What follows belongs to an exercise in optimizing a design on an open flow for small area; a production flow would make more cautious choices. At most, simulation tests tie the RTL to the original design; equivalence was not proved. The RTL of runs 1 and 2 was laid out without a check of its function. Power is estimated from default activity; no workload was simulated.

==> design.v <==
module scsi_spc (
    input  wire        clk,
    input  wire        rst,           
    input  wire        host_cs,
    input  wire        host_we,       
    input  wire [3:0]  host_addr,     
    input  wire [7:0]  host_wdata,
    output reg  [7:0]  host_rdata,    
    output wire        irq,
    output wire        drq,
    input  wire [8:0]  scsi_ctl_i,
    input  wire [7:0]  scsi_dat_i,
    output wire [8:0]  scsi_ctl_o,
    output wire [7:0]  scsi_dat_o
);
    localparam [4:0] O_BSY = 5'h01, O_SEL = 5'h02, O_ACK = 5'h04, O_ATN = 5'h08,
                     O_RST = 5'h10;
    localparam [2:0] D_ARB_FREE   = 3'd2;
    localparam [2:0] D_ARB_SETTLE = 3'd4;
    localparam [2:0] D_ARB_WIN    = 3'd1;
    localparam [2:0] D_SEL_FREE   = 3'd2;
    localparam [2:0] D_SEL_ID     = 3'd1;
    localparam [2:0] D_SEL_SEL    = 3'd2;
    localparam [2:0] D_SEL_OK     = 3'd1;
    localparam [2:0] D_HS         = 3'd1;
    localparam [3:0] R_BDID = 4'd0,  R_SCTL = 4'd1,  R_SCMD = 4'd2,  R_INTS = 4'd4,
                     R_PSNS = 4'd5,  R_SSTS = 4'd6,  R_SERR = 4'd7,  R_PCTL = 4'd8,
                     R_MBC  = 4'd9,  R_DREG = 4'd10, R_TEMP = 4'd11, R_TCH  = 4'd12,
                     R_TCM  = 4'd13, R_TCL  = 4'd14;
    localparam [7:0] I_DISC = 8'h20, I_CC = 8'h10, I_SR = 8'h08, I_TO = 8'h04,
                     I_RC = 8'h01;
    localparam [4:0] S_IDLE            = 5'd0,
                     S_ARB_WAIT_FREE   = 5'd1,
                     S_ARB_ASSERT_BSY  = 5'd2,
                     S_ARB_WAIT        = 5'd3,
                     S_ARB_ASSERT_SEL  = 5'd4,
                     S_SEL_WAIT_FREE   = 5'd5,
                     S_SEL_ASSERT_ID   = 5'd6,
                     S_SEL_ASSERT_SEL  = 5'd7,
                     S_SEL_WAIT_BSY    = 5'd8,
                     S_SEL_SUCCESS     = 5'd9,
                     S_X_WAIT_REQ      = 5'd16,
                     S_X_SEND_DATA     = 5'd17,
                     S_X_RECV_DATA     = 5'd18,
                     S_X_SEND_ACK      = 5'd19,
                     S_X_WAIT_DEASSERT = 5'd20,
                     S_X_DEASSERT_ACK  = 5'd21,
                     S_X_WAIT_EMPTY    = 5'd22;
    reg [2:0]  bdid;
    reg [7:0]  sctl, scmd, temp, dreg;
    reg [5:0]  ints;           
    reg [7:0]  sdgc;
    reg [7:0]  pctl;           
    reg        serr_xo;
    reg [23:0] tc;
    reg [7:0]  fifo_mem [0:7];
    reg [2:0]  fifo_head;
    reg [3:0]  fifo_cnt;
    reg        dreg_lz;        
    reg [4:0]  state;
    reg [2:0]  dly;            
    reg [4:0]  sig;            
    reg [4:0]  diag_sig;       
    reg [7:0]  dat;            
    reg        connected, atn_q, xfer_dma, rst_seen;
    reg [2:0]  xfer_phase;
    reg        sel_armed;
    reg [24:0] sel_cnt;        
    reg [2:0]  bf_cnt;
    wire       xfer_in = xfer_phase[0];
    wire [8:0] sig9 = {sig[4], sig[3], sig[2], 1'b0, sig[1], sig[0], 3'b000};
    wire [8:0] ctl  = sig9 | scsi_ctl_i;
    wire [7:0] data = dat | scsi_dat_i;
    wire       dm = sctl[5];
    wire [8:0] sense = dm ? {ctl[8], ctl[7], diag_sig[2] | sdgc[6], sdgc[7], ctl[4],
                             diag_sig[0] | sdgc[3], sdgc[2], sdgc[1], sdgc[0]}
                          : ctl;
    wire bus_free   = !ctl[3] && !ctl[4];
    wire bf_detect  = bus_free && bf_cnt[2];
    wire fam_xfer = state[4];
    wire eng_free = (state == S_IDLE);
    wire fam_sel  = !fam_xfer && !eng_free;
    wire run      = (dly == 3'd0);
    wire [7:0] own_id = 8'd1 << bdid;
    reg        hi_seen;
    integer    j;
    always @(*) begin
        hi_seen = 1'b0;
        for (j = 0; j < 7; j = j + 1)
            if (bdid == j[2:0]) hi_seen = |(data >> (j + 1));
    end
    reg [24:0] tc_z;           
    integer    k;
    always @(*) begin
        tc_z[0] = 1'b1;
        for (k = 1; k < 25; k = k + 1) tc_z[k] = tc_z[k-1] & !tc[k-1];
    end
    wire tc_zero = tc_z[24];
    wire tc_hi0  = (tc[23:1] == 23'd0);
    wire tc_le1  = tc_hi0;
    reg [25:0] sc_z;
    always @(*) begin
        sc_z[0] = 1'b1;
        for (k = 1; k < 26; k = k + 1) sc_z[k] = sc_z[k-1] & !sel_cnt[k-1];
    end
    wire sc_zero = sc_z[25];
    wire       cnt_zero = (fifo_cnt == 4'd0);
    wire       cnt_full = fifo_cnt[3];
    wire [2:0] tail     = fifo_head + fifo_cnt[2:0];
    wire       h_rd_dreg = host_cs && !host_we && (host_addr == R_DREG);
    wire       h_wr_dreg = host_cs && host_we && (host_addr == R_DREG);
    wire [2:0] rd_ptr   = (dreg_lz && !(h_rd_dreg && !cnt_zero)) ? fifo_head - 3'd1 : fifo_head;
    wire [7:0] fifo_out = fifo_mem[rd_ptr];
    assign scsi_ctl_o = sig9;
    assign scsi_dat_o = dat;
    assign irq = sctl[0] && ((ints != 6'd0) || serr_xo);
    assign drq = xfer_dma && fam_xfer &&
                 (xfer_in ? !cnt_zero
                          : (!cnt_full && ((tc[23:4] != 20'd0) || tc[3] ||
                                           (fifo_cnt[2:0] < tc[2:0]))));
    wire host_wr = host_cs && host_we;
    always @(*) begin
        case (host_addr)
            R_BDID: host_rdata = own_id;
            R_SCTL: host_rdata = sctl;
            R_SCMD: host_rdata = scmd;
            R_INTS: host_rdata = {2'b00, ints[5:2], 1'b0, ints[0]};
            R_PSNS: host_rdata = {sense[5], sense[6], sense[7], sense[4],
                                  sense[3], sense[2], sense[1], sense[0]};
            R_SSTS: host_rdata = {connected, 1'b0, !eng_free, fam_xfer,
                                  ctl[8], tc_zero, cnt_full, cnt_zero};
            R_SERR: host_rdata = {2'b00, serr_xo, 5'b00000};
            R_PCTL: host_rdata = {pctl[7], 4'h0, pctl[2:0]};
            R_MBC:  host_rdata = {4'h0, tc[3:0]};
            R_DREG: host_rdata = (!cnt_zero || dreg_lz) ? fifo_out : dreg;
            R_TEMP: host_rdata = temp;
            R_TCH:  host_rdata = tc[23:16];
            R_TCM:  host_rdata = tc[15:8];
            R_TCL:  host_rdata = tc[7:0];
            default: host_rdata = 8'hFF;
        endcase
    end
    reg [2:0]  bdid_n;
    reg [7:0]  sctl_n, scmd_n, sdgc_n, pctl_n, temp_n, dreg_n;
    reg [5:0]  ints_n;
    reg        serr_n;
    reg [23:0] tc_n;
    reg [4:0]  state_n;
    reg [2:0]  dly_n;
    reg [4:0]  own;            
    reg [4:0]  sig_n, diag_n;
    reg [7:0]  dat_n;
    reg        conn_n, atn_n, armed_n, lz_n;
    reg [24:0] selcnt_n;
    reg [2:0]  bf_n;
    reg [5:0]  int_set;
    reg        abort_all, rst_rise, flush;
    reg        e_pop, e_push, e_flush, h_push, h_pop, sel_ok, tc_dec;
    reg [3:0]  cnt1, cnt_n;
    reg [2:0]  head_n;
    always @(*) begin
        bdid_n   = bdid;   sctl_n = sctl;  scmd_n = scmd;  ints_n = ints;
        sdgc_n   = sdgc;   pctl_n = pctl;  temp_n = temp;  dreg_n = dreg;
        serr_n   = serr_xo;
        state_n  = state;
        dly_n    = dly;
        own      = dm ? diag_sig : sig;
        sig_n    = sig;
        diag_n   = diag_sig;
        dat_n    = dat;
        conn_n   = connected;
        atn_n    = atn_q;
        armed_n  = sel_armed;
        int_set  = 6'h00;
        abort_all = 1'b0;
        flush    = 1'b0;
        e_pop    = 1'b0;
        e_push   = 1'b0;
        e_flush  = 1'b0;
        sel_ok   = 1'b0;
        tc_dec   = 1'b0;
        rst_rise = ctl[8] && !rst_seen;
        if (!bus_free)      bf_n = 3'd0;
        else if (bf_cnt[2]) bf_n = 3'd4;
        else                bf_n = {bf_cnt[1] & bf_cnt[0], bf_cnt[1] ^ bf_cnt[0], !bf_cnt[0]};
        if (connected && eng_free && bf_detect) begin
            conn_n = 1'b0;
            if (pctl[7]) int_set = int_set | I_DISC[5:0];
        end
        if (!run) begin
            dly_n = dly - 3'd1;
        end else begin
            case (state)
                S_ARB_WAIT_FREE:
                    if (bf_detect) begin
                        state_n = S_ARB_ASSERT_BSY; dly_n = D_ARB_FREE;
                    end
                S_ARB_ASSERT_BSY: begin
                    dat_n = own_id;
                    own   = own | O_BSY;
                    state_n = S_ARB_WAIT; dly_n = D_ARB_SETTLE;
                end
                S_ARB_WAIT:
                    if (hi_seen) begin
                        own   = own & ~O_BSY;
                        dat_n = 8'h00;
                        state_n = S_IDLE;
                    end else begin
                        state_n = S_ARB_ASSERT_SEL; dly_n = D_ARB_WIN;
                    end
                S_ARB_ASSERT_SEL: begin
                    own = own | O_SEL;
                    state_n = S_SEL_ASSERT_ID; dly_n = D_SEL_ID;
                end
                S_SEL_WAIT_FREE:
                    if (bf_detect) begin
                        state_n = S_SEL_ASSERT_ID; dly_n = D_SEL_FREE;
                    end
                S_SEL_ASSERT_ID: begin
                    dat_n = own_id | temp;
                    state_n = S_SEL_ASSERT_SEL; dly_n = D_SEL_ID;
                end
                S_SEL_ASSERT_SEL: begin
                    own = (own & ~(O_SEL | O_ATN | O_BSY)) | O_SEL | (atn_q ? O_ATN : 5'h00);
                    armed_n = (tc[23:8] != 16'd0);
                    state_n = S_SEL_WAIT_BSY; dly_n = D_SEL_SEL;
                end
                S_SEL_WAIT_BSY:
                    if (sense[3] && !sense[5] && (sense[2:0] == 3'd0)) begin
                        armed_n = 1'b0;
                        sel_ok  = 1'b1;
                        state_n = S_SEL_SUCCESS; dly_n = D_SEL_OK;
                    end
                S_SEL_SUCCESS:
                    if ((own & ~(O_ATN | O_RST)) == O_SEL) begin
                        own   = own & ~O_SEL;
                        dat_n = 8'h00;
                        conn_n = 1'b1;
                        int_set = int_set | I_CC[5:0];
                        state_n = S_IDLE;
                    end
                S_X_WAIT_REQ:
                    if (!sense[3] || (sense[2:0] != xfer_phase)) begin
                        own   = own & ~O_ACK;
                        dat_n = 8'h00;
                        e_flush = !xfer_in;
                        if (!sense[3]) begin
                            int_set = int_set | I_DISC[5:0];
                            conn_n  = 1'b0;
                        end else begin
                            int_set = int_set | I_SR[5:0];
                        end
                        state_n = S_IDLE;
                    end else if (sense[5]) begin
                        state_n = xfer_in ? S_X_RECV_DATA : S_X_SEND_DATA;
                        dly_n   = D_HS;
                    end
                S_X_SEND_DATA:
                    if (tc_zero) begin
                        dat_n = temp;
                        state_n = S_X_SEND_ACK; dly_n = D_HS;
                    end else if (!cnt_zero) begin
                        dat_n  = fifo_out;
                        e_pop  = 1'b1;
                        state_n = S_X_SEND_ACK; dly_n = D_HS;
                    end
                S_X_RECV_DATA:
                    if (tc_zero) begin
                        temp_n = data;
                        state_n = S_X_SEND_ACK; dly_n = D_HS;
                    end else if (!cnt_full) begin
                        e_push = 1'b1;
                        state_n = S_X_SEND_ACK; dly_n = D_HS;
                    end
                S_X_SEND_ACK: begin
                    if (xfer_phase == 3'd6 && tc_le1) begin
                        own   = (own & ~O_ATN) | O_ACK;
                        atn_n = 1'b0;
                    end else begin
                        own   = own | O_ACK;
                    end
                    state_n = S_X_WAIT_DEASSERT; dly_n = D_HS;
                end
                S_X_WAIT_DEASSERT:
                    if (!sense[5]) begin
                        state_n = S_X_DEASSERT_ACK; dly_n = D_HS;
                    end
                S_X_DEASSERT_ACK: begin
                    tc_dec = !tc_zero;
                    if (!xfer_in) dat_n = 8'h00;
                    own = own & ~O_ACK;
                    state_n = tc_le1 ? S_X_WAIT_EMPTY : S_X_WAIT_REQ;
                    dly_n   = D_HS;
                end
                S_X_WAIT_EMPTY:
                    if (cnt_zero) begin
                        dat_n   = 8'h00;
                        int_set = int_set | I_CC[5:0];
                        state_n = S_IDLE;
                    end
                default: ;
            endcase
        end
        if (sel_armed && !sel_ok && sc_zero) begin
            own     = own & ~(O_BSY | O_SEL | O_ATN | O_ACK);
            dat_n   = 8'h00;
            int_set = int_set | I_TO[5:0];
            state_n = S_IDLE;
            dly_n   = 3'd0;
            armed_n = 1'b0;
            atn_n   = 1'b0;
        end
        cnt1 = e_flush ? 4'd0 :
               e_pop   ? fifo_cnt - 4'd1 :
               e_push  ? fifo_cnt + 4'd1 : fifo_cnt;
        h_push = 1'b0;
        h_pop  = 1'b0;
        lz_n   = 1'b0;
        if (host_wr) begin
            case (host_addr)
                R_BDID: bdid_n = host_wdata[2:0];
                R_SCTL: begin
                    sctl_n = host_wdata;
                    if (host_wdata[7] && !eng_free) abort_all = 1'b1;
                end
                R_SCMD: begin
                    scmd_n = host_wdata;
                    own = (own & ~O_RST) | (host_wdata[4] ? O_RST : 5'h00);
                    if (!sctl[7]) begin
                        case (host_wdata[7:5])
                            3'd0:  
                                if (!fam_xfer) begin
                                    own   = own & ~(O_BSY | O_SEL | O_ATN | O_ACK);
                                    dat_n = 8'h00;
                                    atn_n = 1'b0;
                                    if (fam_sel) begin
                                        state_n = S_IDLE;
                                        dly_n   = 3'd0;
                                        armed_n = 1'b0;
                                    end
                                end
                            3'd1:  
                                if (eng_free) begin
                                    serr_n  = 1'b0;
                                    state_n = sctl[4] ? S_ARB_WAIT_FREE : S_SEL_WAIT_FREE;
                                end
                            3'd2: begin  
                                atn_n = 1'b0;
                                own   = own & ~O_ATN;
                            end
                            3'd3: begin  
                                atn_n = 1'b1;
                                if (connected) own = own | O_ATN;
                            end
                            3'd4:  
                                if (eng_free) begin
                                    serr_n  = 1'b0;
                                    state_n = (tc_zero && !host_wdata[0]) ? S_X_WAIT_EMPTY
                                                                          : S_X_WAIT_REQ;
                                end
                            3'd6:  
                                if (eng_free) own = own & ~O_ACK;
                            3'd7:  
                                if (eng_free) own = own | O_ACK;
                            default: ;  
                        endcase
                    end
                end
                R_INTS: ints_n = ints & ~host_wdata[5:0];
                R_PSNS: sdgc_n = host_wdata;
                R_PCTL: pctl_n = host_wdata & 8'h87;
                R_TEMP: temp_n = host_wdata;
                default: ;
            endcase
        end
        if (h_wr_dreg) begin
            dreg_n = host_wdata;
            if (cnt1 == 4'd8) serr_n = 1'b1;
            else              h_push = 1'b1;
        end else if (h_rd_dreg && cnt1 != 4'd0) begin
            h_pop = 1'b1;
            if (e_pop || e_push) lz_n = 1'b1;    
            else dreg_n = fifo_out;
        end else if (dreg_lz) begin
            dreg_n = fifo_out;
        end
        cnt_n = cnt1 + (h_push ? 4'd1 : 4'd0) - (h_pop ? 4'd1 : 4'd0);
        if (rst_rise) begin
            int_set = int_set | I_RC[5:0];
            if (!eng_free || connected) begin
                own     = own & ~(O_BSY | O_SEL | O_ATN | O_ACK);
                dat_n   = 8'h00;
                flush   = 1'b1;
                state_n = S_IDLE;
                dly_n   = 3'd0;
                armed_n = 1'b0;
                conn_n  = 1'b0;
                atn_n   = 1'b0;
            end
        end
        if (abort_all) ints_n = ints_n | (int_set & I_RC[5:0]);
        else           ints_n = ints_n | int_set;
        if (abort_all) begin
            own     = 5'h00;
            scmd_n  = scmd_n & ~8'h10;
            flush   = 1'b1;
            state_n = S_IDLE;
            dly_n   = 3'd0;
            armed_n = 1'b0;
            conn_n  = 1'b0;
            atn_n   = 1'b0;
            serr_n  = 1'b0;
            dat_n   = 8'h00;
        end
        if (flush) cnt_n = 4'd0;
        head_n = e_flush ? tail : fifo_head + {2'b00, e_pop} + {2'b00, h_pop};
        if (abort_all) begin
            sig_n  = 5'h00;
            diag_n = 5'h00;
        end else if (dm) begin
            diag_n = own;
        end else begin
            sig_n  = own;
        end
        for (k = 0; k < 24; k = k + 1) tc_n[k] = tc[k] ^ (tc_dec & tc_z[k]);
        if (host_wr && host_addr == R_TCH) tc_n[23:16] = host_wdata;
        if (host_wr && host_addr == R_TCM) tc_n[15:8]  = host_wdata;
        if (host_wr && host_addr == R_TCL) tc_n[7:0]   = host_wdata;
        if (state == S_SEL_ASSERT_SEL && run)
            selcnt_n = {tc[23:8], 9'd29};
        else
            for (k = 0; k < 25; k = k + 1) selcnt_n[k] = sel_cnt[k] ^ sc_z[k];
    end
    wire [7:0] t_oh  = 8'd1 << tail;
    wire [7:0] h_oh  = e_push ? {t_oh[6:0], t_oh[7]} : t_oh;
    always @(posedge clk) begin
        if (rst) begin
            bdid      <= 3'd7;
            sctl      <= 8'h00;
            scmd      <= 8'h00;
            ints      <= 6'h00;
            sdgc      <= 8'h00;
            pctl      <= 8'h00;
            temp      <= 8'h00;
            dreg      <= 8'h00;
            serr_xo   <= 1'b0;
            tc        <= 24'd0;
            fifo_head <= 3'd0;
            fifo_cnt  <= 4'd0;
            dreg_lz   <= 1'b0;
            state     <= S_IDLE;
            dly       <= 3'd0;
            sig       <= 5'h00;
            diag_sig  <= 5'h00;
            dat       <= 8'h00;
            connected <= 1'b0;
            atn_q     <= 1'b0;
            rst_seen  <= 1'b0;
            sel_armed <= 1'b0;
            bf_cnt    <= 3'd0;
        end else begin
            bdid      <= bdid_n;
            sctl      <= sctl_n;
            scmd      <= scmd_n;
            ints      <= ints_n & 6'h3D;
            sdgc      <= sdgc_n;
            pctl      <= pctl_n;
            temp      <= temp_n;
            dreg      <= dreg_n;
            serr_xo   <= serr_n;
            tc        <= tc_n;
            fifo_head <= head_n;
            fifo_cnt  <= cnt_n;
            dreg_lz   <= lz_n;
            state     <= state_n;
            dly       <= dly_n;
            sig       <= sig_n;
            diag_sig  <= diag_n;
            dat       <= dat_n;
            connected <= conn_n;
            atn_q     <= atn_n;
            rst_seen  <= ctl[8];
            sel_armed <= armed_n;
            bf_cnt    <= bf_n;
        end
    end
    always @(posedge clk) begin
        if (eng_free) begin
            xfer_phase <= pctl[2:0];
            xfer_dma   <= !host_wdata[2];
        end
        sel_cnt <= selcnt_n;
    end
    integer i;
    always @(posedge clk) begin
        for (i = 0; i < 8; i = i + 1)
            if (e_push && t_oh[i])
                fifo_mem[i] <= data;
            else if (h_push && h_oh[i])
                fifo_mem[i] <= host_wdata;
    end
endmodule
==> run.sh <==
#!/bin/bash
# synth_recipe.tcl (not shown) runs the flow's synth.tcl, then flattens the netlist and writes it again
# the make line also repeats each setting of config.mk as NAME=value (left out here)
make -C /OpenROAD-flow-scripts/flow DESIGN_CONFIG=/design/flow/config.mk WORK_HOME=/design/flow/orfs CLKGATE_MAP_FILE= SYNTH_SCRIPT=/design/flow/synth_recipe.tcl finish
==> config.mk <==
export PLATFORM = sky130hd
export DESIGN_NAME = scsi_spc
export DESIGN_NICKNAME = scsi_spc
export VERILOG_FILES = /design/flow/design.v
export SDC_FILE = /design/flow/constraint.sdc
export NUM_CORES = 4
export LEC_CHECK = 0
export ABC_AREA = 1
export CAP_MARGIN = 20
export CORE_MARGIN = 2
export CORE_UTILIZATION = 40
export CTS_BUF_LIST = sky130_fd_sc_hd__clkbuf_8
export CTS_CLUSTER_DIAMETER = 80
export CTS_CLUSTER_SIZE = 18
export PLACE_DENSITY = 0.6
export SLEW_MARGIN = 20
==> constraint.sdc <==
create_clock -name core_clock -period 10.0 [get_ports {clk}]
set_input_delay 2.0000 -clock core_clock [delete_from_list [all_inputs] [get_ports {clk}]]
set_output_delay 2.0000 -clock core_clock [all_outputs]
set_load 0.01 [all_outputs]
==> summary.md, run 1 <==
| Metric | Value |
|---|---|
| Status | `complete, no violations` |
| Final setup vio count | `0` |
| IO Count | `60` |
| CTS Hold Bufs | `0` |
| Fin. Hold Viols | `0` |
| Placer Congestion | `0.9805` |
| HP Start | `sel_cnt[0]$_SDFF_PP1_` |
| Total global routing overflow | `0` |
| Count of buffers from port buffering | `55` |
| Peak VDD IR | `0.00009459 V` |
| Via count | `12590` |
| P_sw | `711.2 uW` |
| Die W | `184.2 um` |
| Unique cell type count in the Yosys netlist | `63` |
| Chip Height | `184.2 um` |
| Skew final | `39.91 ps` |
| Final worst-path cycle share | `75.51%` |
| TNS Setup | `0 ps` |
| Die Footprint | `33940 um^2` |
| Core area | `32290 um^2` |
| CP startpoint kind | `input pin` |
| Top cells by area, synth | `dfxtp_1 22%, edfxtp_1 16%, nand2_1 12%` |
| Pin count of the biggest net entering global routing | `48` |
| Placement row count | `66` |
| F_max | `132.4 MHz` |
| YS warnings | `2` |
| Clock power frac | `27.0%` |
| Multi-input gate area | `6808 um^2` |
| Post-CTS Setup Inserts | `0` |
| Drt via density | `5.475` |
| Post-DP HPWL | `34640 um` |
| Synth area leader | `dfxtp_1` |
| Synth Area per Inst | `7.121 um^2` |
| Slew Viols, Final | `0` |
| MaxCap Viol Count | `0` |
| Required time worst endpoint | `8000 ps` |
| Gate count of the mapped netlist | `1825` |
| Dpl cells | `2272` |
| RSZ-0062 raised after global routing | `false` |
| First-pass GRT wire length | `69100 um` |
| EDFF count, synth | `68` |
| TritonCTS clock tree | `done` |
| Gate power share | `26.0%` |
| Internal Power | `1290 uW` |
| CTS buffer count | `17` |
| Clock Path Buffers | `3` |
| Switch share | `35.54%` |
| Cell area after synthesis | `12990 um^2` |
| Clock sinks | `209` |
| Top-count cell post-synth | `nand2_1` |
| Crit path arrival time | `5550 ps` |
| Non-filler cells, final | `2300` |
| Hold Path Class | `flop to flop` |
| CP Launch Point | `host_addr[1]` |
| CP Class | `input pin to primary output` |
| Share of cells above drive strength 1 | `7.377%` |
| Vias in the first global route | `11770` |
| Global-route usage over all layers | `26.90%` |
| CP endpoint kind | `primary output` |
| Detailed Routing Iterations Pass 1 | `5` |
| Final #Nets | `1926` |
| Initial core utilization | `40.25%` |
| #FFs+latches synth | `209` |
| Initial antenna violation count | `1` |
| Initial DRC Count | `1269` |
| Worst Path Max Fanout | `29` |
| Worst slew margin | `24.95%` |
| Reg power frac | `47.0%` |
| Cts repair resizes | `0` |
| Number of fill cells | `3343` |
| Pwr dens | `140.5 nW/um^2` |
| Worst-Margin Slew | `1123 ps` |
| Asr flop ratio synth | `0%` |
| Final Util | `44.09%` |
| Worst-path clk slew | `100 ps` |
| Top cells by count, synth | `420 x nand2_1, 228 x inv_1, 173 x o21ai_0` |
| Synth Flop Type | `dfxtp_1` |
| R2r startpoint | `sel_cnt[0]$_SDFF_PP1_` |
| CTS root buf | `clkbuf_8` |
| Leakage | `0.006300 uW` |
| Storage cell area | `4865 um^2` |
| ANT nets after route | `0` |
| DR WL/cell | `19.80 um` |
| DRC viols | `0` |
| Sequential area share after synthesis | `37.44%` |
| H-tree depth | `1` |
| Final worst path period need | `7551 ps` |
| Worst-Skew Late Latency | `550 ps` |
| Area delta synth->final | `9.561%` |
| Yosys top cell area share | `21.72%` |
| Routed wire length | `45540 um` |
-- area by class of cell --
type                    count  area share (%)
multi-input cells        1293           47.82
well taps                 442           3.884
diodes                      1         0.01758
clock buffers              18           1.740
repair buffers             72           4.763
flip-flops and latches    209           34.17
clock inverters             9          0.8085
inverters                 256           6.802
-- registers in the layout (all words and copies together), names as in the netlist, 4 cells and up --
signal	cells
state	5
fifo_cnt	4
dreg	8
sdgc	6
fifo_mem	64
tc	24
pctl	4
scmd	8
sel_cnt	25
ints	5
sig	5
dat	8
sctl	8
temp	8
diag_sig	5
-- power by group through the flow --
stage          registers [uW]  logic [uW]  clock network, uW
5_1_grt                   944         577                583
2_1_floorplan             948         363                  0
3_5_place_dp              959         515                  0
4_1_cts                   940         517                551
3_3_place_gp              959         513                  0
6_report                  941         521                540
-- routing by layer --
| metal | part of all wire [%] | global-route usage [%] | wire, um |
|---|---|---|---|
| met5 | 0 | 0 | 0 |
| met4 | 3.8 | 9.952 | 1718 |
| met3 | 7.2 | 3.695 | 3262 |
| met2 | 47 | 45.84 | 21440 |
| met1 | 42 | 34.70 | 19130 |
-- worst paths after layout --
kind | to | slack [ps] | cells past startpoint
worst min register to register | sel_cnt[0]$_SDFF_PP1_ | 410 | 1
worst max-delay path | host_rdata[7] | 2450 | 17
worst min-delay path | sel_cnt[0]$_SDFF_PP1_ | 410 | 1
worst max register to register | sig[1]$_SDFFE_PP0N_ | 4060 | 31
-- logic make-up (layout without fill, tap and decap cells) --
group	after synthesis	count (layout)	share of synthesized area, %
simple gates	846	846	29.72
buf+inv	326	355	10.31
compound gates	389	389	17.42
flops	209	209	37.44
other cells	1	5	0.02886
xor+xnor	10	10	0.6740
fa+ha+maj	44	44	4.410
-- stage by stage --
stage | cell area (um^2) | setup slack [ps] | total power [uW] | hold slack (ps)
after floorplan | 13010 | 4446 | 1311 | 366.3
after global placement | 13870 | 2524 | 1472 | 376.3
after detailed placement | 13870 | 2490 | 1474 | 382.2
after CTS | 14230 | 2485 | 2009 | 407.9
after global routing | 14230 | 2156 | 2104 | 437.9
final | 14240 | 2449 | 2001 | 410.4
-- critical path, stage by stage --
cell,delay (ps)
clkdlybuf4s50_1,560
nand2_2,150
nor2_8,260
nand3_4,140
nand2_4,110
nand2_1,70
nand2_2,400
inv_2,310
o21ai_0,240
nand2_1,70
nor2_1,90
nand2_1,100
a21oi_1,150
nor2_1,110
a21oi_1,130
nand4_1,120
clkdlybuf4s50_1,520
-- cells in the final DEF (no fill, tap or decap), types with 55 or more instances in the layout --
master	n
nand2_1	420
inv_1	231
o21ai_0	173
nor2_1	166
dfxtp_1	141
a21oi_1	95
nand3_1	85
edfxtp_1	68
nand4_1	57
clkdlybuf4s50_1	55
==> run 2, diff against run 1 <==
==> flow/run.sh (new file) <==
#!/bin/bash
# Layout flow: the standard ORFS flow (standard.sh), with
#  - an area-oriented ABC mapping script (flow/abc_area.script, used with ABC_AREA 1),
#  - the smallest buffer cell for the port buffers,
#  - clock tree synthesis without dummy loads, on small clock buffers.
# Registers and their names come from the standard synthesis unchanged: only the
# combinational mapping script differs.
set -euo pipefail
W=$PWD
rm -rf "$W/scripts_x"
cp -r "$FLOW_HOME/scripts" "$W/scripts_x"
cp "$W/flow/abc_area.script" "$W/scripts_x/abc_area.script"
export SCRIPTS_DIR="$W/scripts_x"
export BUFFER_PORTS_ARGS="-buffer_cell sky130_fd_sc_hd__buf_1"
export CTS_ARGS="-sink_clustering_enable -repair_clock_nets -dont_use_dummy_load -buf_list {sky130_fd_sc_hd__clkbuf_8} -sink_clustering_size 14 -sink_clustering_max_diameter 60"
bash standard.sh > "$W/orfs_flow.log" 2>&1
==> flow/abc_area.script (new file) <==
strash
&get -n
&deepsyn -T 30
&put
dch
amap
strash
dch
amap
topo
stime -c
==> standard.sh (new file) <==
#!/bin/bash
# synth_recipe.tcl (not shown) runs the flow's synth.tcl, then flattens the netlist and writes it again
# the make line also repeats each setting of config.mk as NAME=value (left out here)
make -C /OpenROAD-flow-scripts/flow DESIGN_CONFIG=/design/flow/config.mk WORK_HOME=/design/flow/orfs CLKGATE_MAP_FILE= SYNTH_SCRIPT=/design/flow/synth_recipe.tcl "${@:-finish}"
--- a/config.mk
+++ b/config.mk
@@ -9,8 +9,5 @@
 export CAP_MARGIN = 20
 export CORE_MARGIN = 2
 export CORE_UTILIZATION = 40
-export CTS_BUF_LIST = sky130_fd_sc_hd__clkbuf_8
-export CTS_CLUSTER_DIAMETER = 80
-export CTS_CLUSTER_SIZE = 18
 export PLACE_DENSITY = 0.6
 export SLEW_MARGIN = 20
removed: run.sh
==> summary.md, run 2 <==
| Metric | Value |
|---|---|
| Clock power frac | `28.4%` |
| Switch share | `30.89%` |
| Worst-Margin Slew | `1151 ps` |
| Most common library cell in the layout ignoring fill and taps | `nor2_1` |
| Synth Area per Inst | `8.414 um^2` |
| Slew Viols, Final | `0` |
| Cts repair resizes | `0` |
| Worst min-delay path endpoint | `sel_cnt[0]$_SDFF_PP1_` |
| Antenna diodes | `0` |
| Clock Path Buffers | `3` |
| CTS Hold Bufs | `0` |
| Worst-Skew Late Latency | `580 ps` |
| Flop2flop setup slack | `2820 ps` |
| Share of cells above drive strength 1 | `2.315%` |
| Commonest non-fill, non-tap cells in the layout | `198 x nor2_1, 190 x clkinv_1, 151 x o22ai_1, 140 x dfxtp_1, 95 x nand2_1` |
| Top cells by count, synth | `199 x nor2_1, 190 x clkinv_1, 151 x o22ai_1` |
| Top reg by flops | `fifo_mem` |
| Pin count of the biggest net entering global routing | `25` |
| Min-Delay Path Depth | `1` |
| Yosys top cell area share | `26.56%` |
| Initial DRC Count | `1482` |
| Cell area after synthesis | `10550 um^2` |
| Final Util | `44.40%` |
| Count of buffers from port buffering | `55` |
| HP Start | `sel_cnt[0]$_SDFF_PP1_` |
| Die W | `166.4 um` |
| Final worst-path cycle share | `77.32%` |
| MaxCap Viol Count | `0` |
| Largest regs | `fifo_mem x64, sel_cnt x25, tc x24` |
| Sequential area share after synthesis | `45.91%` |
| TNS Setup | `0 ps` |
| RSZ-0062 raised after global routing | `false` |
| Synth Flop Type | `dfxtp_1` |
| Reg2reg end | `dat[1]$_SDFF_PP0_` |
| IO Count | `60` |
| Gate power share | `17.3%` |
| First-pass GRT wire length | `57530 um` |
| CP startpoint kind | `input pin` |
| Placement row count | `59` |
| Final setup vio count | `0` |
| DRC viols | `0` |
| Hold Path Class | `flop to flop` |
| Core area | `25980 um^2` |
| Reg power frac | `54.3%` |
| Peak VDD IR | `0.00008996 V` |
| Leakage | `0.003972 uW` |
| Unique cell type count in the Yosys netlist | `50` |
| Global-route usage over all layers | `26.40%` |
| Final worst path period need | `7732 ps` |
| Max reg flops | `64` |
| Initial antenna violation count | `0` |
| Asr flop ratio synth | `0%` |
| Top-count cell post-synth | `nor2_1` |
| Internal Power | `1194 uW` |
| P_sw | `533.7 uW` |
| Final #Nets | `1418` |
| Vias in the first global route | `9642` |
| Initial core utilization | `40.61%` |
| Worst-path clk slew | `90 ps` |
| Via count | `10260` |
| Worst slew margin | `23.02%` |
| Drt via density | `6.131` |
| F_max | `129.3 MHz` |
| #FFs+latches synth | `208` |
| ANT nets after route | `0` |
| Gate count of the mapped netlist | `1254` |
| DR WL/cell | `22.51 um` |
| Top cells by area, synth | `dfxtp_1 27%, edfxtp_1 19%, o22ai_1 9.0%` |
| R2r startpoint | `sel_cnt[0]$_SDFF_PP1_` |
| Required time worst endpoint | `8000 ps` |
| Worst Path Max Fanout | `8` |
| YS warnings | `2` |
| H-tree depth | `1` |
| Clock sinks | `208` |
| Die Footprint | `27690 um^2` |
| Chip Height | `166.4 um` |
| Total global routing overflow | `0` |
| Reg2Reg Depth | `34` |
| Synth area leader | `dfxtp_1` |
| Routed wire length | `37680 um` |
| Status | `complete, no violations` |
| EDFF count, synth | `68` |
| CTS buffer count | `22` |
| Fin. Hold Viols | `0` |
| CTS root buf | `clkbuf_8` |
| Post-DP HPWL | `28920 um` |
| Crit path arrival time | `5730 ps` |
| Area delta synth->final | `9.333%` |
| Post-CTS Setup Inserts | `0` |
| Pwr dens | `149.8 nW/um^2` |
| Detailed Routing Iterations Pass 1 | `6` |
| TritonCTS clock tree | `done` |
| Skew final | `97.54 ps` |
| CP endpoint kind | `primary output` |
| CP Class | `input pin to primary output` |
| Placer Congestion | `0.9839` |
==> run 2: cell types whose count changed in the layout (fill, tap and decap cells not counted), moves of 59 or more <==
cell,before,now
a21oi_1,95,36
clkinv_1,5,190
inv_1,231,0
nand2_1,420,95
o21ai_0,173,67
o22ai_1,19,151
==> run 2: how the worst max path moves through the flow <==
stage                    end          from  slack (ps)  depth (start not counted)
2_1_floorplan  host_rdata[3]  host_addr[3]        3540                         13
3_3_place_gp   host_rdata[3]  host_addr[3]        2260                         15
3_5_place_dp   host_rdata[3]  host_addr[3]        2060                         15
4_1_cts        host_rdata[3]  host_addr[3]        2040                         15
5_1_grt        host_rdata[4]  host_addr[3]        2000                         15
6_report       host_rdata[2]  host_addr[3]        2270                         15
==> run 2: cell families (layout without fill, tap and decap cells) <==
kind of cell,Yosys count,in the layout,synth area share [%]
AND/OR/NAND/NOR,420,420,17.25
AO/OA/AOI/OAI,387,387,24.32
flip-flops,208,208,45.91
buffers and inverters,194,276,7.044
adder cells (fa/ha/maj),44,44,5.431
other,1,4,0.03554
==> run 2: power groups by stage <==
stage	combinational, uW	clock, uW	sequential, uW
3_5_place_dp	292	0	956
6_report	299	491	938
5_1_grt	329	520	941
4_1_cts	293	495	937
3_3_place_gp	294	0	956
2_1_floorplan	196	0	948
==> run 2: critical path: stages <==
cell and delay (ps):
buf_1 240, clkinv_1 210, nor2_1 180, clkinv_1 120
nor2_1 340, nand2_1 180, o31ai_1 420, clkinv_1 150
nand2_1 150, o22ai_1 280, a222oi_1 380, nand2_1 100
nor3_1 480, o2111ai_1 270, buf_1 210
==> run 2: final cells by class <==
type | count | area (um^2)
multi-input combinational | 855 | 4977
clock buffer | 22 | 302.8
timing repair buffer | 64 | 279.0
tap | 335 | 419.2
fill | 2653 | 14450
inverter | 190 | 713.2
sequential | 208 | 4845
==> run 2: metrics by stage <==
step	power, uW	instances	hold WS (ps)	setup slack (ps)	instance area [um^2]
after floorplan	1145	1257	362.0	3543	10560
after global placement	1250	1651	370.7	2263	11220
after detailed placement	1249	1651	376.5	2060	11220
after CTS	1726	1673	397.9	2045	11520
after global routing	1791	1674	415.4	2005	11540
final	1728	1674	395.2	2268	11540
==> run 2: per-layer routing <==
metal  track usage, %  share of wire [%]  routed length [um]  up-vias
li1                 -                  -                   -     4790
met1            35.45                 42               15680     4828
met2            43.23                 46               17320      559
met3            4.420                8.8                3304       86
met4            9.220                3.7                1378        0
met5                0                  0                   0        -
==> run 3, diff against run 2 <==
--- a/design.v
+++ b/design.v
@@ -15,14 +15,7 @@
 );
     localparam [4:0] O_BSY = 5'h01, O_SEL = 5'h02, O_ACK = 5'h04, O_ATN = 5'h08,
                      O_RST = 5'h10;
-    localparam [2:0] D_ARB_FREE   = 3'd2;
-    localparam [2:0] D_ARB_SETTLE = 3'd4;
-    localparam [2:0] D_ARB_WIN    = 3'd1;
-    localparam [2:0] D_SEL_FREE   = 3'd2;
-    localparam [2:0] D_SEL_ID     = 3'd1;
-    localparam [2:0] D_SEL_SEL    = 3'd2;
-    localparam [2:0] D_SEL_OK     = 3'd1;
-    localparam [2:0] D_HS         = 3'd1;
+    localparam D_1 = 1'b1;
     localparam [3:0] R_BDID = 4'd0,  R_SCTL = 4'd1,  R_SCMD = 4'd2,  R_INTS = 4'd4,
                      R_PSNS = 4'd5,  R_SSTS = 4'd6,  R_SERR = 4'd7,  R_PCTL = 4'd8,
                      R_MBC  = 4'd9,  R_DREG = 4'd10, R_TEMP = 4'd11, R_TCH  = 4'd12,
@@ -31,14 +24,19 @@
                      I_RC = 8'h01;
     localparam [4:0] S_IDLE            = 5'd0,
                      S_ARB_WAIT_FREE   = 5'd1,
-                     S_ARB_ASSERT_BSY  = 5'd2,
-                     S_ARB_WAIT        = 5'd3,
-                     S_ARB_ASSERT_SEL  = 5'd4,
-                     S_SEL_WAIT_FREE   = 5'd5,
-                     S_SEL_ASSERT_ID   = 5'd6,
-                     S_SEL_ASSERT_SEL  = 5'd7,
-                     S_SEL_WAIT_BSY    = 5'd8,
-                     S_SEL_SUCCESS     = 5'd9,
+                     S_ARB_PRE_BSY     = 5'd2,
+                     S_ARB_ASSERT_BSY  = 5'd3,
+                     S_ARB_SETTLE1     = 5'd4,
+                     S_ARB_SETTLE2     = 5'd5,
+                     S_ARB_WAIT        = 5'd6,
+                     S_ARB_ASSERT_SEL  = 5'd7,
+                     S_SEL_WAIT_FREE   = 5'd8,
+                     S_SEL_PRE_ID      = 5'd9,
+                     S_SEL_ASSERT_ID   = 5'd10,
+                     S_SEL_ASSERT_SEL  = 5'd11,
+                     S_SEL_PRE_WAIT    = 5'd12,
+                     S_SEL_WAIT_BSY    = 5'd13,
+                     S_SEL_SUCCESS     = 5'd14,
                      S_X_WAIT_REQ      = 5'd16,
                      S_X_SEND_DATA     = 5'd17,
                      S_X_RECV_DATA     = 5'd18,
@@ -52,20 +50,22 @@
     reg [7:0]  sdgc;
     reg [7:0]  pctl;           
     reg        serr_xo;
-    reg [23:0] tc;
+    reg [23:0] tc_inv;         
+    wire [23:0] tc = ~tc_inv;
     reg [7:0]  fifo_mem [0:7];
     reg [2:0]  fifo_head;
     reg [3:0]  fifo_cnt;
     reg        dreg_lz;        
     reg [4:0]  state;
-    reg [2:0]  dly;            
+    reg        dly;            
     reg [4:0]  sig;            
-    reg [4:0]  diag_sig;       
+    reg [2:0]  diag_sig;
     reg [7:0]  dat;            
     reg        connected, atn_q, xfer_dma, rst_seen;
     reg [2:0]  xfer_phase;
     reg        sel_armed;
-    reg [24:0] sel_cnt;        
+    reg [8:0]  sel_lo;
+    reg [15:0] sel_hi;
     reg [2:0]  bf_cnt;
     wire       xfer_in = xfer_phase[0];
     wire [8:0] sig9 = {sig[4], sig[3], sig[2], 1'b0, sig[1], sig[0], 3'b000};
@@ -80,7 +80,7 @@
     wire fam_xfer = state[4];
     wire eng_free = (state == S_IDLE);
     wire fam_sel  = !fam_xfer && !eng_free;
-    wire run      = (dly == 3'd0);
+    wire run      = !dly;
     wire [7:0] own_id = 8'd1 << bdid;
     reg        hi_seen;
     integer    j;
@@ -98,12 +98,15 @@
     wire tc_zero = tc_z[24];
     wire tc_hi0  = (tc[23:1] == 23'd0);
     wire tc_le1  = tc_hi0;
-    reg [25:0] sc_z;
+    wire       lo_z8   = (sel_lo[7:0] == 8'd0);
+    wire       lo_zero = lo_z8 && !sel_lo[8];
+    wire [8:0] lo_next = {sel_lo[7:0], sel_lo[8] ^ sel_lo[4] ^ lo_z8};
+    reg [16:0] hi_z;
     always @(*) begin
-        sc_z[0] = 1'b1;
-        for (k = 1; k < 26; k = k + 1) sc_z[k] = sc_z[k-1] & !sel_cnt[k-1];
+        hi_z[0] = 1'b1;
+        for (k = 1; k < 17; k = k + 1) hi_z[k] = hi_z[k-1] & !sel_hi[k-1];
     end
-    wire sc_zero = sc_z[25];
+    wire sc_zero = lo_zero && hi_z[16];
     wire       cnt_zero = (fifo_cnt == 4'd0);
     wire       cnt_full = fifo_cnt[3];
     wire [2:0] tail     = fifo_head + fifo_cnt[2:0];
@@ -146,12 +149,14 @@
     reg        serr_n;
     reg [23:0] tc_n;
     reg [4:0]  state_n;
-    reg [2:0]  dly_n;
+    reg        dly_n;
     reg [4:0]  own;            
-    reg [4:0]  sig_n, diag_n;
+    reg [4:0]  sig_n;
+    reg [2:0]  diag_n;
     reg [7:0]  dat_n;
     reg        conn_n, atn_n, armed_n, lz_n;
-    reg [24:0] selcnt_n;
+    reg [8:0]  sello_n;
+    reg [15:0] selhi_n;
     reg [2:0]  bf_n;
     reg [5:0]  int_set;
     reg        abort_all, rst_rise, flush;
@@ -164,7 +169,7 @@
         serr_n   = serr_xo;
         state_n  = state;
         dly_n    = dly;
-        own      = dm ? diag_sig : sig;
+        own      = dm ? {2'b00, diag_sig} : sig;
         sig_n    = sig;
         diag_n   = diag_sig;
         dat_n    = dat;
@@ -188,48 +193,59 @@
             if (pctl[7]) int_set = int_set | I_DISC[5:0];
         end
         if (!run) begin
-            dly_n = dly - 3'd1;
+            dly_n = 1'b0;
         end else begin
             case (state)
                 S_ARB_WAIT_FREE:
                     if (bf_detect) begin
-                        state_n = S_ARB_ASSERT_BSY; dly_n = D_ARB_FREE;
+                        state_n = S_ARB_PRE_BSY; dly_n = D_1;
                     end
+                S_ARB_PRE_BSY:
+                    state_n = S_ARB_ASSERT_BSY;
                 S_ARB_ASSERT_BSY: begin
                     dat_n = own_id;
                     own   = own | O_BSY;
-                    state_n = S_ARB_WAIT; dly_n = D_ARB_SETTLE;
+                    state_n = S_ARB_SETTLE1; dly_n = D_1;
                 end
+                S_ARB_SETTLE1: begin
+                    state_n = S_ARB_SETTLE2; dly_n = D_1;
+                end
+                S_ARB_SETTLE2:
+                    state_n = S_ARB_WAIT;
                 S_ARB_WAIT:
                     if (hi_seen) begin
                         own   = own & ~O_BSY;
                         dat_n = 8'h00;
                         state_n = S_IDLE;
                     end else begin
-                        state_n = S_ARB_ASSERT_SEL; dly_n = D_ARB_WIN;
+                        state_n = S_ARB_ASSERT_SEL; dly_n = D_1;
                     end
                 S_ARB_ASSERT_SEL: begin
                     own = own | O_SEL;
-                    state_n = S_SEL_ASSERT_ID; dly_n = D_SEL_ID;
+                    state_n = S_SEL_ASSERT_ID; dly_n = D_1;
                 end
                 S_SEL_WAIT_FREE:
                     if (bf_detect) begin
-                        state_n = S_SEL_ASSERT_ID; dly_n = D_SEL_FREE;
+                        state_n = S_SEL_PRE_ID; dly_n = D_1;
                     end
+                S_SEL_PRE_ID:
+                    state_n = S_SEL_ASSERT_ID;
                 S_SEL_ASSERT_ID: begin
                     dat_n = own_id | temp;
-                    state_n = S_SEL_ASSERT_SEL; dly_n = D_SEL_ID;
+                    state_n = S_SEL_ASSERT_SEL; dly_n = D_1;
                 end
                 S_SEL_ASSERT_SEL: begin
                     own = (own & ~(O_SEL | O_ATN | O_BSY)) | O_SEL | (atn_q ? O_ATN : 5'h00);
                     armed_n = (tc[23:8] != 16'd0);
-                    state_n = S_SEL_WAIT_BSY; dly_n = D_SEL_SEL;
+                    state_n = S_SEL_PRE_WAIT; dly_n = D_1;
                 end
+                S_SEL_PRE_WAIT:
+                    state_n = S_SEL_WAIT_BSY;
                 S_SEL_WAIT_BSY:
                     if (sense[3] && !sense[5] && (sense[2:0] == 3'd0)) begin
                         armed_n = 1'b0;
                         sel_ok  = 1'b1;
-                        state_n = S_SEL_SUCCESS; dly_n = D_SEL_OK;
+                        state_n = S_SEL_SUCCESS; dly_n = D_1;
                     end
                 S_SEL_SUCCESS:
                     if ((own & ~(O_ATN | O_RST)) == O_SEL) begin
@@ -253,24 +269,24 @@
                         state_n = S_IDLE;
                     end else if (sense[5]) begin
                         state_n = xfer_in ? S_X_RECV_DATA : S_X_SEND_DATA;
-                        dly_n   = D_HS;
+                        dly_n   = D_1;
                     end
                 S_X_SEND_DATA:
                     if (tc_zero) begin
                         dat_n = temp;
-                        state_n = S_X_SEND_ACK; dly_n = D_HS;
+                        state_n = S_X_SEND_ACK; dly_n = D_1;
                     end else if (!cnt_zero) begin
                         dat_n  = fifo_out;
                         e_pop  = 1'b1;
-                        state_n = S_X_SEND_ACK; dly_n = D_HS;
+                        state_n = S_X_SEND_ACK; dly_n = D_1;
                     end
                 S_X_RECV_DATA:
                     if (tc_zero) begin
                         temp_n = data;
-                        state_n = S_X_SEND_ACK; dly_n = D_HS;
+                        state_n = S_X_SEND_ACK; dly_n = D_1;
                     end else if (!cnt_full) begin
                         e_push = 1'b1;
-                        state_n = S_X_SEND_ACK; dly_n = D_HS;
+                        state_n = S_X_SEND_ACK; dly_n = D_1;
                     end
                 S_X_SEND_ACK: begin
                     if (xfer_phase == 3'd6 && tc_le1) begin
@@ -279,18 +295,18 @@
                     end else begin
                         own   = own | O_ACK;
                     end
-                    state_n = S_X_WAIT_DEASSERT; dly_n = D_HS;
+                    state_n = S_X_WAIT_DEASSERT; dly_n = D_1;
                 end
                 S_X_WAIT_DEASSERT:
                     if (!sense[5]) begin
-                        state_n = S_X_DEASSERT_ACK; dly_n = D_HS;
+                        state_n = S_X_DEASSERT_ACK; dly_n = D_1;
                     end
                 S_X_DEASSERT_ACK: begin
                     tc_dec = !tc_zero;
                     if (!xfer_in) dat_n = 8'h00;
                     own = own & ~O_ACK;
                     state_n = tc_le1 ? S_X_WAIT_EMPTY : S_X_WAIT_REQ;
-                    dly_n   = D_HS;
+                    dly_n   = D_1;
                 end
                 S_X_WAIT_EMPTY:
                     if (cnt_zero) begin
@@ -306,7 +322,7 @@
             dat_n   = 8'h00;
             int_set = int_set | I_TO[5:0];
             state_n = S_IDLE;
-            dly_n   = 3'd0;
+            dly_n   = 1'b0;
             armed_n = 1'b0;
             atn_n   = 1'b0;
         end
@@ -335,7 +351,7 @@
                                     atn_n = 1'b0;
                                     if (fam_sel) begin
                                         state_n = S_IDLE;
-                                        dly_n   = 3'd0;
+                                        dly_n   = 1'b0;
                                         armed_n = 1'b0;
                                     end
                                 end
@@ -392,7 +408,7 @@
                 dat_n   = 8'h00;
                 flush   = 1'b1;
                 state_n = S_IDLE;
-                dly_n   = 3'd0;
+                dly_n   = 1'b0;
                 armed_n = 1'b0;
                 conn_n  = 1'b0;
                 atn_n   = 1'b0;
@@ -405,7 +421,7 @@
             scmd_n  = scmd_n & ~8'h10;
             flush   = 1'b1;
             state_n = S_IDLE;
-            dly_n   = 3'd0;
+            dly_n   = 1'b0;
             armed_n = 1'b0;
             conn_n  = 1'b0;
             atn_n   = 1'b0;
@@ -416,9 +432,9 @@
         head_n = e_flush ? tail : fifo_head + {2'b00, e_pop} + {2'b00, h_pop};
         if (abort_all) begin
             sig_n  = 5'h00;
-            diag_n = 5'h00;
+            diag_n = 3'h0;
         end else if (dm) begin
-            diag_n = own;
+            diag_n = own[2:0];
         end else begin
             sig_n  = own;
         end
@@ -426,10 +442,13 @@
         if (host_wr && host_addr == R_TCH) tc_n[23:16] = host_wdata;
         if (host_wr && host_addr == R_TCM) tc_n[15:8]  = host_wdata;
         if (host_wr && host_addr == R_TCL) tc_n[7:0]   = host_wdata;
-        if (state == S_SEL_ASSERT_SEL && run)
-            selcnt_n = {tc[23:8], 9'd29};
-        else
-            for (k = 0; k < 25; k = k + 1) selcnt_n[k] = sel_cnt[k] ^ sc_z[k];
+        if (state == S_SEL_ASSERT_SEL && run) begin
+            sello_n = 9'h1B5;              
+            selhi_n = tc[23:8];
+        end else begin
+            sello_n = lo_next;
+            for (k = 0; k < 16; k = k + 1) selhi_n[k] = sel_hi[k] ^ (lo_zero & hi_z[k]);
+        end
     end
     wire [7:0] t_oh  = 8'd1 << tail;
     wire [7:0] h_oh  = e_push ? {t_oh[6:0], t_oh[7]} : t_oh;
@@ -444,14 +463,14 @@
             temp      <= 8'h00;
             dreg      <= 8'h00;
             serr_xo   <= 1'b0;
-            tc        <= 24'd0;
+            tc_inv    <= 24'hFFFFFF;
             fifo_head <= 3'd0;
             fifo_cnt  <= 4'd0;
             dreg_lz   <= 1'b0;
             state     <= S_IDLE;
-            dly       <= 3'd0;
+            dly       <= 1'b0;
             sig       <= 5'h00;
-            diag_sig  <= 5'h00;
+            diag_sig  <= 3'h0;
             dat       <= 8'h00;
             connected <= 1'b0;
             atn_q     <= 1'b0;
@@ -468,7 +487,7 @@
             temp      <= temp_n;
             dreg      <= dreg_n;
             serr_xo   <= serr_n;
-            tc        <= tc_n;
+            tc_inv    <= ~tc_n;
             fifo_head <= head_n;
             fifo_cnt  <= cnt_n;
             dreg_lz   <= lz_n;
@@ -489,7 +508,8 @@
             xfer_phase <= pctl[2:0];
             xfer_dma   <= !host_wdata[2];
         end
-        sel_cnt <= selcnt_n;
+        sel_lo <= sello_n;
+        sel_hi <= selhi_n;
     end
     integer i;
     always @(posedge clk) begin
--- a/flow/run.sh
+++ b/flow/run.sh
@@ -12,5 +12,5 @@
 cp "$W/flow/abc_area.script" "$W/scripts_x/abc_area.script"
 export SCRIPTS_DIR="$W/scripts_x"
 export BUFFER_PORTS_ARGS="-buffer_cell sky130_fd_sc_hd__buf_1"
-export CTS_ARGS="-sink_clustering_enable -repair_clock_nets -dont_use_dummy_load -buf_list {sky130_fd_sc_hd__clkbuf_8} -sink_clustering_size 14 -sink_clustering_max_diameter 60"
+export CTS_ARGS="-sink_clustering_enable -repair_clock_nets -dont_use_dummy_load -buf_list {sky130_fd_sc_hd__clkbuf_4} -sink_clustering_size 8 -sink_clustering_max_diameter 50"
 bash standard.sh > "$W/orfs_flow.log" 2>&1
==> summary.md, run 3 <==
| Metric | Value |
|---|---|
| DRC viols | `0` |
| CP Class | `input pin to primary output` |
| Clock sinks | `205` |
| Design Power | `1558 uW` |
| Fin. Hold Viols | `0` |
| Via count | `10520` |
| EDFF count, synth | `68` |
| RSZ-0062 raised after global routing | `false` |
| CTS root buf | `clkbuf_4` |
| Die Footprint | `27070 um^2` |
| Placer Congestion | `0.9861` |
| Initial antenna violation count | `2` |
| Initial DRC Count | `1397` |
| Top cells by count, synth | `210 x nor2_1, 161 x clkinv_1, 148 x o22ai_1` |
| ANT nets after route | `0` |
| Final #Nets | `1388` |
| Largest regs | `fifo_mem x64, tc_inv x24, sel_hi x16` |
| TNS Setup | `0 ps` |
| Global-route usage over all layers | `29.78%` |
| Pwr dens | `138.3 nW/um^2` |
| Core area | `25250 um^2` |
| YS warnings | `2` |
| Max reg flops | `64` |
| Cts repair resizes | `0` |
| Count of buffers from port buffering | `55` |
| F_max | `131.9 MHz` |
| Design area | `11260 um^2` |
| H-tree depth | `2` |
| Synth area leader | `dfxtp_1` |
| Detailed Routing Iterations Pass 1 | `6` |
| Worst-path clk slew | `90 ps` |
| IO Count | `60` |
| Share of cells above drive strength 1 | `3.598%` |
| Gate count of the mapped netlist | `1234` |
| Synth Flop Type | `dfxtp_1` |
| Asr flop ratio synth | `0%` |
| Vias in the first global route | `9707` |
| Pin count of the biggest net entering global routing | `34` |
| Status | `complete, no violations` |
| Final Util | `44.59%` |
| Post-DP HPWL | `30470 um` |
| Initial core utilization | `40.81%` |
| Top-count cell post-synth | `nor2_1` |
| Commonest non-fill, non-tap cells in the layout | `208 x nor2_1, 161 x clkinv_1, 148 x o22ai_1, 137 x dfxtp_1, 83 x nand2_1` |
| Worst-Margin Slew | `1119 ps` |
| Final setup vio count | `0` |
| Worst slew margin | `24.59%` |
| Unique cell type count in the Yosys netlist | `53` |
| Synth Area per Inst | `8.353 um^2` |
| Cell area after synthesis | `10310 um^2` |
| Die W | `164.5 um` |
| Most common library cell in the layout ignoring fill and taps | `nor2_1` |
| CP startpoint kind | `input pin` |
| First-pass GRT wire length | `60090 um` |
| Area delta synth->final | `9.250%` |
| #FFs+latches synth | `205` |
| Routed wire length | `40240 um` |
| Worst-Skew Late Latency | `640 ps` |
| Peak VDD IR | `0.00008473 V` |
| Sequential area share after synthesis | `46.42%` |
| Post-CTS Setup Inserts | `0` |
| DR WL/cell | `24.17 um` |
| Top reg by flops | `fifo_mem` |
| CTS Hold Bufs | `0` |
| Required time worst endpoint | `8000 ps` |
| Number of fill cells | `2615` |
| Yosys top cell area share | `26.61%` |
| Placed instance area | `11000 um^2` |
| Slew Viols, Final | `0` |
| CP endpoint kind | `primary output` |
| Placement row count | `58` |
| TritonCTS clock tree | `done` |
| Final worst path period need | `7579 ps` |
| MaxCap Viol Count | `0` |
| Crit path arrival time | `5580 ps` |
| Total global routing overflow | `0` |
| Top cells by area, synth | `dfxtp_1 27%, edfxtp_1 20%, o22ai_1 9.0%` |
| Leakage | `0.003740 uW` |
| Hold Path Class | `flop to flop` |
| Worst Path Max Fanout | `8` |
| Skew final | `48.59 ps` |
| Final worst-path cycle share | `75.79%` |
| Clock Path Buffers | `3` |
| Flop2flop setup slack | `3770 ps` |
| CTS buffer count | `34` |
| Drt via density | `6.318` |
| Chip Height | `164.5 um` |
run 3: cell count changes after synthesis, moves of 11 or more:
cell,change
clkinv_1,-29
nor3_1,+14
ha_1,-25
a21oi_1,+37
nand2_1,-12
o21ai_0,-32
nor2_1,+11
run 3: path summary, 6_finish.rpt:
path                                           start              endpoint  cells past startpoint
worst min-delay path            bf_cnt[0]$_SDFF_PP0_  bf_cnt[0]$_SDFF_PP0_                      1
worst max-delay path                    host_addr[3]         host_rdata[2]                     16
worst max register to register  sel_lo[4]$_SDFF_PP1_     dat[6]$_SDFF_PP0_                     32
worst min register to register  bf_cnt[0]$_SDFF_PP0_  bf_cnt[0]$_SDFF_PP0_                      1
run 3: power breakdown:
part | internal (uW) | switching [uW] | leakage, uW
Sequential | 897 | 26.7 | 0.00174
Combinational | 56.9 | 124 | 0.00185
Clock | 157 | 296 | 0.000156
run 3: kinds of logic after synthesis:
family | after synthesis | synth area share (%)
AOI/OAI and AO/OA | 391 | 25.14
adders and majority gates | 19 | 2.525
buffers and inverters | 165 | 6.154
DFF | 205 | 46.42
other | 1 | 0.03638
and+or+nand+nor | 453 | 19.73
run 3: metal layers:
layer / global-route usage, % / vias up / share of wire (%)
li1: - / 4838 / -
met1: 39.15 / 4927 / 41
met2: 48.84 / 624 / 46
met3: 4.470 / 131 / 8.3
met4: 12.81 / 0 / 4.9
met5: 0 / - / 0
run 3: area by class of cell:
cell class                 instances  area (um^2)  share of cell area [%]
inverter                         161        604.3                   5.367
antenna                            1        2.502                 0.02222
tap                              330        412.9                   3.667
multi-input combinational        867         4905                   43.56
sequential                       205         4785                   42.49
clock buffer                      34        255.2                   2.267
timing repair buffer              67        296.5                   2.633
run 3: through the flow:
stage / hold WS, ps / worst slack, ps / cells
finish: 427.4 / 2421 / 1665
CTS: 432.8 / 2576 / 1664
global route: 443.3 / 2200 / 1665
floorplan: 398.9 / 3470 / 1237
global placement: 411.8 / 2689 / 1630
detailed placement: 418.6 / 2607 / 1630
run 3: critical path, cell delays in order:
cell and delay [ps]:
buf_1 170, clkinv_1 170, nor2_1 280, nand3_1 240, nor3b_1 320, nand2_1 90, nand2_1 160, clkinv_1 100
nand2_1 140, o22ai_1 280, a22o_1 320, a221o_1 260, a2111oi_0 420, buf_4 230, o221ai_1 180, buf_1 200
==> run 4, diff against run 3 <==
--- a/design.v
+++ b/design.v
@@ -154,6 +154,7 @@
     reg [4:0]  sig_n;
     reg [2:0]  diag_n;
     reg [7:0]  dat_n;
+    reg        d_clr, d_id, d_tmp, d_fifo;    
     reg        conn_n, atn_n, armed_n, lz_n;
     reg [8:0]  sello_n;
     reg [15:0] selhi_n;
@@ -172,7 +173,10 @@
         own      = dm ? {2'b00, diag_sig} : sig;
         sig_n    = sig;
         diag_n   = diag_sig;
-        dat_n    = dat;
+        d_clr    = 1'b0;
+        d_id     = 1'b0;
+        d_tmp    = 1'b0;
+        d_fifo   = 1'b0;
         conn_n   = connected;
         atn_n    = atn_q;
         armed_n  = sel_armed;
@@ -203,7 +207,7 @@
                 S_ARB_PRE_BSY:
                     state_n = S_ARB_ASSERT_BSY;
                 S_ARB_ASSERT_BSY: begin
-                    dat_n = own_id;
+                    d_id  = 1'b1;
                     own   = own | O_BSY;
                     state_n = S_ARB_SETTLE1; dly_n = D_1;
                 end
@@ -215,7 +219,7 @@
                 S_ARB_WAIT:
                     if (hi_seen) begin
                         own   = own & ~O_BSY;
-                        dat_n = 8'h00;
+                        d_clr = 1'b1;
                         state_n = S_IDLE;
                     end else begin
                         state_n = S_ARB_ASSERT_SEL; dly_n = D_1;
@@ -231,7 +235,8 @@
                 S_SEL_PRE_ID:
                     state_n = S_SEL_ASSERT_ID;
                 S_SEL_ASSERT_ID: begin
-                    dat_n = own_id | temp;
+                    d_id  = 1'b1;
+                    d_tmp = 1'b1;
                     state_n = S_SEL_ASSERT_SEL; dly_n = D_1;
                 end
                 S_SEL_ASSERT_SEL: begin
@@ -250,7 +255,7 @@
                 S_SEL_SUCCESS:
                     if ((own & ~(O_ATN | O_RST)) == O_SEL) begin
                         own   = own & ~O_SEL;
-                        dat_n = 8'h00;
+                        d_clr = 1'b1;
                         conn_n = 1'b1;
                         int_set = int_set | I_CC[5:0];
                         state_n = S_IDLE;
@@ -258,7 +263,7 @@
                 S_X_WAIT_REQ:
                     if (!sense[3] || (sense[2:0] != xfer_phase)) begin
                         own   = own & ~O_ACK;
-                        dat_n = 8'h00;
+                        d_clr = 1'b1;
                         e_flush = !xfer_in;
                         if (!sense[3]) begin
                             int_set = int_set | I_DISC[5:0];
@@ -273,10 +278,10 @@
                     end
                 S_X_SEND_DATA:
                     if (tc_zero) begin
-                        dat_n = temp;
+                        d_tmp = 1'b1;
                         state_n = S_X_SEND_ACK; dly_n = D_1;
                     end else if (!cnt_zero) begin
-                        dat_n  = fifo_out;
+                        d_fifo = 1'b1;
                         e_pop  = 1'b1;
                         state_n = S_X_SEND_ACK; dly_n = D_1;
                     end
@@ -303,14 +308,14 @@
                     end
                 S_X_DEASSERT_ACK: begin
                     tc_dec = !tc_zero;
-                    if (!xfer_in) dat_n = 8'h00;
+                    if (!xfer_in) d_clr = 1'b1;
                     own = own & ~O_ACK;
                     state_n = tc_le1 ? S_X_WAIT_EMPTY : S_X_WAIT_REQ;
                     dly_n   = D_1;
                 end
                 S_X_WAIT_EMPTY:
                     if (cnt_zero) begin
-                        dat_n   = 8'h00;
+                        d_clr   = 1'b1;
                         int_set = int_set | I_CC[5:0];
                         state_n = S_IDLE;
                     end
@@ -319,7 +324,7 @@
         end
         if (sel_armed && !sel_ok && sc_zero) begin
             own     = own & ~(O_BSY | O_SEL | O_ATN | O_ACK);
-            dat_n   = 8'h00;
+            d_clr   = 1'b1;
             int_set = int_set | I_TO[5:0];
             state_n = S_IDLE;
             dly_n   = 1'b0;
@@ -347,7 +352,7 @@
                             3'd0:  
                                 if (!fam_xfer) begin
                                     own   = own & ~(O_BSY | O_SEL | O_ATN | O_ACK);
-                                    dat_n = 8'h00;
+                                    d_clr = 1'b1;
                                     atn_n = 1'b0;
                                     if (fam_sel) begin
                                         state_n = S_IDLE;
@@ -405,7 +410,7 @@
             int_set = int_set | I_RC[5:0];
             if (!eng_free || connected) begin
                 own     = own & ~(O_BSY | O_SEL | O_ATN | O_ACK);
-                dat_n   = 8'h00;
+                d_clr   = 1'b1;
                 flush   = 1'b1;
                 state_n = S_IDLE;
                 dly_n   = 1'b0;
@@ -426,10 +431,16 @@
             conn_n  = 1'b0;
             atn_n   = 1'b0;
             serr_n  = 1'b0;
-            dat_n   = 8'h00;
+            d_clr   = 1'b1;
         end
         if (flush) cnt_n = 4'd0;
         head_n = e_flush ? tail : fifo_head + {2'b00, e_pop} + {2'b00, h_pop};
+        if (d_clr)
+            dat_n = 8'h00;
+        else if (d_id || d_tmp || d_fifo)
+            dat_n = ({8{d_id}} & own_id) | ({8{d_tmp}} & temp) | ({8{d_fifo}} & fifo_out);
+        else
+            dat_n = dat;
         if (abort_all) begin
             sig_n  = 5'h00;
             diag_n = 3'h0;
==> summary.md, run 4 <==
| Metric | Value |
|---|---|
| Status | `complete, no violations` |
| Setup ws final | `1645 ps` |
| Drt via density | `6.339` |
| CP Class | `input pin to primary output` |
| Placer Congestion | `1.009` |
| Largest stage delay on the critical path | `760 ps` |
| Max reg flops | `64` |
| Pin count of the biggest net entering global routing | `29` |
| DRC viols | `0` |
| Top cells by count, synth | `194 x nor2_1, 174 x clkinv_1, 149 x o22ai_1` |
| Synth area leader | `dfxtp_1` |
| Core area | `25330 um^2` |
| Slowest-stage cell, CP | `a2111oi_0` |
| Clock sinks | `205` |
| Final worst path period need | `8355 ps` |
| Placed instance area | `11020 um^2` |
| Peak VDD IR | `0.00009194 V` |
| CP startpoint kind | `input pin` |
| Top-count cell post-synth | `nor2_1` |
| Wire length on met3 | `5192 um` |
| F_max | `119.7 MHz` |
| Fin. Hold Viols | `0` |
| CP endpoint kind | `primary output` |
| Asr flop ratio synth | `0%` |
| TritonCTS clock tree | `done` |
| Design Power | `1495 uW` |
| First-pass GRT wire length | `60130 um` |
| Initial core utilization | `40.87%` |
| Final setup vio count | `0` |
| Met2 routed WL | `16440 um` |
| TNS Setup | `0 ps` |
| #FFs+latches synth | `205` |
| Design area | `11290 um^2` |
| Uppermost layer routed | `met4` |
| Crit path arrival time | `6360 ps` |
| Largest regs | `fifo_mem x64, tc_inv x24, sel_hi x16` |
| Skew final | `96.55 ps` |
| Yosys top cell area share | `26.50%` |
| Family with the most delay on the worst path | `compound AO/OA/AOI/OAI gates` |
| Worst slew margin | `14.39%` |
| Top cells by area, synth | `dfxtp_1 26%, edfxtp_1 20%, o22ai_1 9.0%` |
| Final #Nets | `1386` |
| Required time worst endpoint | `8000 ps` |
| Hold Path Class | `flop to flop` |
| Placement row count | `58` |
| Initial DRC Count | `1221` |
| Sequential area share after synthesis | `46.23%` |
| Post-CTS Setup Inserts | `0` |
| CTS buffer count | `36` |
| Routed wire length | `40260 um` |
| Cts repair resizes | `0` |
| EDFF count, synth | `68` |
| Vias in the first global route | `9790` |
| Initial antenna violation count | `2` |
| Total global routing overflow | `0` |
| Pwr dens | `132.4 nW/um^2` |
| Top reg by flops | `fifo_mem` |
| CTS Hold Bufs | `0` |
| Detailed Routing Iterations Pass 1 | `6` |
| Via count | `10550` |
| Worst-path clk slew | `100 ps` |
| Synth Flop Type | `dfxtp_1` |
| Die Footprint | `27180 um^2` |
| YS warnings | `2` |
| Met1 wire length | `17370 um` |
| Unique cell type count in the Yosys netlist | `47` |
| Final worst-path cycle share | `83.55%` |
| Most common library cell in the layout ignoring fill and taps | `nor2_1` |
| Pre-CTS WS | `1770 ps` |
| Cell area after synthesis | `10350 um^2` |
| Min Hold Slack | `437.4 ps` |
[run 4: cell types whose count changed after synthesis, sizes merged, moves of 5 or more]
cell and change:
nand2 +9, a222oi -9, nor2 -16, o22a +25, o221a +5, nand3 -5
a21oi -16, clkinv +13, a211oi +7, nor3 -14, o21a +7, a22oi +6
o21ai +11
[run 4: cell type report]
cell class / count / area (um^2)
multi-input cells: 853 / 4893
flip-flops and latches: 205 / 4785
well taps: 330 / 412.9
inverters: 174 / 653.1
diodes: 2 / 5.005
repair buffers: 64 / 274.0
fillers: 2606 / 14030
clock buffers: 36 / 270.3
[run 4: stage by stage]
step	util, %	cells
6_report	44.59	1664
2_1_floorplan	-	1236
4_1_cts	44.57	1662
3_3_place_gp	43.50	1626
3_5_place_dp	43.50	1626
5_1_grt	44.58	1663
[run 4: logic make-up after synthesis]
| logic type | share of synthesized area (%) |
|---|---|
| and+or+nand+nor | 17.76 |
| AOI/OAI and AO/OA | 26.86 |
| DFF | 46.23 |
| buffers and inverters | 6.601 |
| adders and majority gates | 2.515 |
| other | 0.03623 |
[run 4: worst paths after layout]
| kind | from | endpoint | slack [ps] | cells after the start |
|---|---|---|---|---|
| max | host_addr[3] | host_rdata[7] | 1640 | 19 |
| min | bf_cnt[0]$_SDFF_PP0_ | bf_cnt[0]$_SDFF_PP0_ | 440 | 1 |
| max reg2reg | tc_inv[8]$_SDFF_PP1_ | fifo_cnt[2]$_SDFF_PP0_ | 3910 | 20 |
| min reg2reg | bf_cnt[0]$_SDFF_PP0_ | bf_cnt[0]$_SDFF_PP0_ | 440 | 1 |
[run 4: layer usage]
layer  vias to the layer above  track usage [%]
li1                       4788                -
met1                      5031            42.59
met2                       633            42.45
met3                        96            10.37
met4                         0            10.40
met5                         -                0
[run 4: power by group]
group / total [uW] / switching (uW) / internal (uW)
Combinational: 133 / 93.0 / 40.3
Sequential: 895 / 13.2 / 882
Clock: 467 / 301 / 165
Total: 1500 / 407 / 1090

## afterwards: timing with drivers on the ports
The results above use ideal ports. As a check the final layouts listed here were re-extracted and re-timed, cells and wires unchanged. Step 1 sets driving cells, clkbuf_16 on the clock port and buf_2 on the other inputs (assumed; they add their load-dependent delay and slew). Step 2 adds t to the input delays and takes it off the output delays; t is the mean of the earliest and latest rising clock arrival at the registers after step 1. Input paths then give back, and output paths get back, about the clock's delay inside the block. a / b / c = ideal / step 1 / step 2; a / b = the first two.
| run | t (ns) | setup WS [ns] | clock arrival spread, ns |
|---|---|---|---|
| run 1 | 0.577 | 2.449 / 2.425 / 2.425 | 0.040 / 0.040 |
| run 2 | 0.580 | 2.268 / 2.245 / 2.245 | 0.098 / 0.097 |
| run 3 | 0.661 | 2.421 / 2.377 / 2.377 | 0.049 / 0.049 |
| run 4 | 0.653 | 1.645 / 1.615 / 1.615 | 0.096 / 0.097 |
After both steps every run listed still meets setup and hold. For run 3, which loses most, drivers alone change the setup slack by -0.044 ns; drivers and shift together by -0.044 ns.
